This design comes from an exercise in tuning for a short achievable clock period and few clock cycles per item on the open sky130 flow, not from production work.
In this exercise RTL edits were held to simulation tests only and were not proved equivalent to the original.
Power is estimated from default activity; no workload was simulated.

== v36 ==
## ppm_core
module ppm_core (
    input  wire        clk,
    input  wire        rst,
    input  wire        start,
    input  wire        mode,
    input  wire [15:0] len,
    output wire        ready,
    input  wire        in_valid,
    input  wire [7:0]  in_data,
    output wire        in_ready,
    output reg         out_we,
    output reg  [18:0] out_addr,
    output reg  [7:0]  out_data,
    output wire        tbl_clr,
    output wire [11:0] tbl_raddr,
    output wire        tbl_we,
    output wire [11:0] tbl_waddr,
    output wire [7:0]  tbl_wdata,
    input  wire [7:0]  tbl_rdata,
    output wire        done,
    output wire [18:0] out_len,
    output wire [1:0]  stop
);
Size: ~3800 cells after synthesis, ~570 flip-flops, ~120 I/O pins, about 0.038 mm^2 of cells after synthesis.
clock: 15.0 ns
lec_check: 0
cap_margin: 20
core_margin: 2
core_utilization: 35
place_density: 0.55
slew_margin: 20
standard.sh (not shown) runs the stock make flow with config.mk's settings and CLKGATE_MAP_FILE= SYNTH_SCRIPT=/design/flow/synth_recipe.tcl, a recipe that flattens the netlist after the stock synthesis.
==> flow/flow/run.sh <==
#!/bin/bash
# The standard layout, with timing repair asked to leave a larger setup margin
# at the design's own clock period and constraints.
set -euo pipefail
bash standard.sh SETUP_SLACK_MARGIN=11 finish > make_finish.log 2>&1
Testbench counts of v36, summed over its fixed seeds: cycles 63,716, bytes 34,146.
Inputs modified between v36 and v13:
--- a/flow/design.v
+++ b/flow/design.v
@@ -165,44 +165,22 @@
         16'h0000,
         16'h0000
     };
     function [63:0] phmul;
         input [3:0] n;
         integer j;
         begin
             for (j = 0; j < 64; j = j + 1)
                 phmul[j] = PHT[16 * j + n];
         end
     endfunction
-    function [63:0] plmul_oh;
-        input [3:0] n;
-        reg   [15:0] oh;
-        integer j, k;
-        begin
-            for (k = 0; k < 16; k = k + 1)
-                oh[k] = (n == k);
-            for (j = 0; j < 64; j = j + 1)
-                plmul_oh[j] = |(oh & PLT[16 * j +: 16]);
-        end
-    endfunction
-    function [63:0] phmul_oh;
-        input [3:0] n;
-        reg   [15:0] oh;
-        integer j, k;
-        begin
-            for (k = 0; k < 16; k = k + 1)
-                oh[k] = (n == k);
-            for (j = 0; j < 64; j = j + 1)
-                phmul_oh[j] = |(oh & PHT[16 * j +: 16]);
-        end
-    endfunction
     function [63:0] ksadd;
         input [63:0] a;
         input [63:0] b;
         reg   [63:0] g, p, gn, pn;
         integer i, d;
         begin
             g = a & b;
             p = a ^ b;
             for (d = 1; d < 64; d = d * 2) begin
                 gn = g; pn = p;
                 for (i = d; i < 64; i = i + 1) begin
@@ -255,24 +233,23 @@
     reg [2:0] kbit;         
     reg [7:0] ctrl;         
     reg       ctrl_v;
     reg [1:0] wait_c;       
     reg       ended;        
     reg        r_v, r_hit, r_last, r_end;
     reg [11:0] key_r;
     reg [7:0]  rb;
     reg        we_r;
     assign tbl_raddr = key_r;
     assign tbl_waddr = key_r;
-    reg [7:0]  wdat_r;
-    assign tbl_wdata = wdat_r;
+    assign tbl_wdata = rb;
     assign tbl_we    = we_r;
     reg        d_v, d_hit, d_last, d_end;
     reg [7:0]  d_b;
     reg        e_v, e_last, e_end;
     reg [7:0]  e_b, e_rd;
     reg [7:0]  flags;
     reg [2:0]  ebit;
     reg        dirty;       
     reg [18:0] flagpos;
     reg [26:0] cq0, cq1, cq2, cq3;
     reg [1:0]  cq_h, cq_t;
@@ -340,26 +317,22 @@
     wire       e_qenq  = (ebit == 3'd7) && e_dirty;
     wire [2:0] e_qn    = cq_n + {2'd0, e_qenq} - {2'd0, e_qdeq};
     wire [18:0] o_len1 = o_len + 19'd1;
     wire [18:0] o_len2 = o_len + 19'd2;
     wire [2:0] cnt_next = cnt + {2'd0, push} - {1'b0, pop};
     wire [15:0] rem_next = rem - {15'd0, push};
     always @(posedge clk) begin
         rst_q  <= rst;
         done_r <= 1'b0;
         out_we <= 1'b0;
         we_r   <= 1'b0;
-        key_r    <= hkey;
-        wdat_r   <= iss_b;
-        out_addr <= o_len;
-        out_data <= d_b;
         if (rst_q) begin
             ready_r    <= 1'b0;
             run        <= 1'b0;
             in_ready_r <= 1'b0;
             r_v <= 1'b0; r_end <= 1'b0; r_last <= 1'b0;
             d_v <= 1'b0; d_end <= 1'b0; d_last <= 1'b0;
             e_v <= 1'b0; e_end <= 1'b0; e_last <= 1'b0;
             fin <= 1'b0;
             cq_n <= 3'd0;
             cnt <= 3'd0;
             stop_r <= 2'd0;
@@ -398,22 +371,23 @@
             in_ready_r <= (rem_next != 16'd0) && (cnt_next < 3'd4);
             if (wait_c != 2'd0) wait_c <= wait_c - 2'd1;
             if (ld_ctrl) begin
                 ctrl <= head; ctrl_v <= 1'b1;
             end
             r_v    <= iss;
             r_hit  <= iss_hit;
             r_last <= iss_last;
             r_end  <= end_tok;
             we_r   <= iss && !iss_hit;
             if (iss) begin
+                key_r <= hkey;
                 xh    <= xh_next;
                 zh    <= zh_next;
                 rb    <= iss_b;
                 if (!iss_hit) begin
                     pl <= plmul(iss_b[3:0]);
                     ph <= phmul(iss_b[7:4]);
                 end else begin
                     wait_c <= 2'd2;
                 end
                 kbit  <= kbit + 3'd1;
                 if (kbit == 3'd7) ctrl_v <= 1'b0;
@@ -428,24 +402,24 @@
             d_hit  <= r_hit;
             d_b    <= rb;
             d_last <= r_last;
             d_end  <= r_end;
             if (mode_r) begin
                 if (d_v) begin
                     out_we   <= 1'b1;
                     out_addr <= o_len;
                     out_data <= d_hit ? tbl_rdata : d_b;
                     o_len    <= o_len1;
                     if (d_hit) begin
-                        pl <= plmul_oh(tbl_rdata[3:0]);
-                        ph <= phmul_oh(tbl_rdata[7:4]);
+                        pl <= plmul(tbl_rdata[3:0]);
+                        ph <= phmul(tbl_rdata[7:4]);
                     end
                 end
                 if ((end_now || ended) && !r_v) begin
                     done_r  <= 1'b1;
                     ready_r <= 1'b1;
                     run     <= 1'b0;
                 end
             end
             e_v    <= d_v && !mode_r;
             e_b    <= d_b;
             e_rd   <= tbl_rdata;
Results
v13 against v36: final cell count up 28, fraction of the cycle the final worst path needs saw an increase. Every stage of the flow completed for v13, and the final layout passed the timing, design-rule and antenna checks. Cell area | v13 vs v36 | v13 larger. v36 → v13: vertical die dimension about even, global-route usage fell 0.35 points. On v13: power in sequential cells is about 3% lower than what v36 gave. Looking at slowest library cell on the worst path, the sky130_fd_sc_hd__edfxtp_1 result is from v13; the sky130_fd_sc_hd__dfxtp_4 one comes from v36. v36 → v13: total power -3.4%; setup slack -0.25 ns.
Testbench counts of v13, summed over its fixed seeds: cycles 63,716, bytes 34,146.

==> what the ideal ports hide <==
Ports are ideal in the flow. The routed layouts listed here were re-timed in OpenROAD. Step 1 assumes that a clkbuf_16 drives the clock port and a buf_2 every other input. Step 2 also shifts input and output timing later by t, the mid clock arrival at the registers, as if the neighbouring blocks saw the same clock. Three values: ideal ports, drivers, drivers and shift; two values: the first two.
| run | t, ns | setup slack, ns | worst setup path after step 2 | worst slew at a driven data input, ns | pins driven straight from the clock port |
|---|---|---|---|---|---|
| v36 | 0.710 | 10.864 / 10.797 / 10.223 | input to register | 0.17 | 1 |
| v13 | 0.689 | 10.612 / 10.542 / 10.181 | input to register | 0.14 | 1 |
After both steps setup and hold are still met in every run listed. The setup slack of v36, which loses most, moves by -0.067 ns with the drivers and by -0.641 ns with both steps.
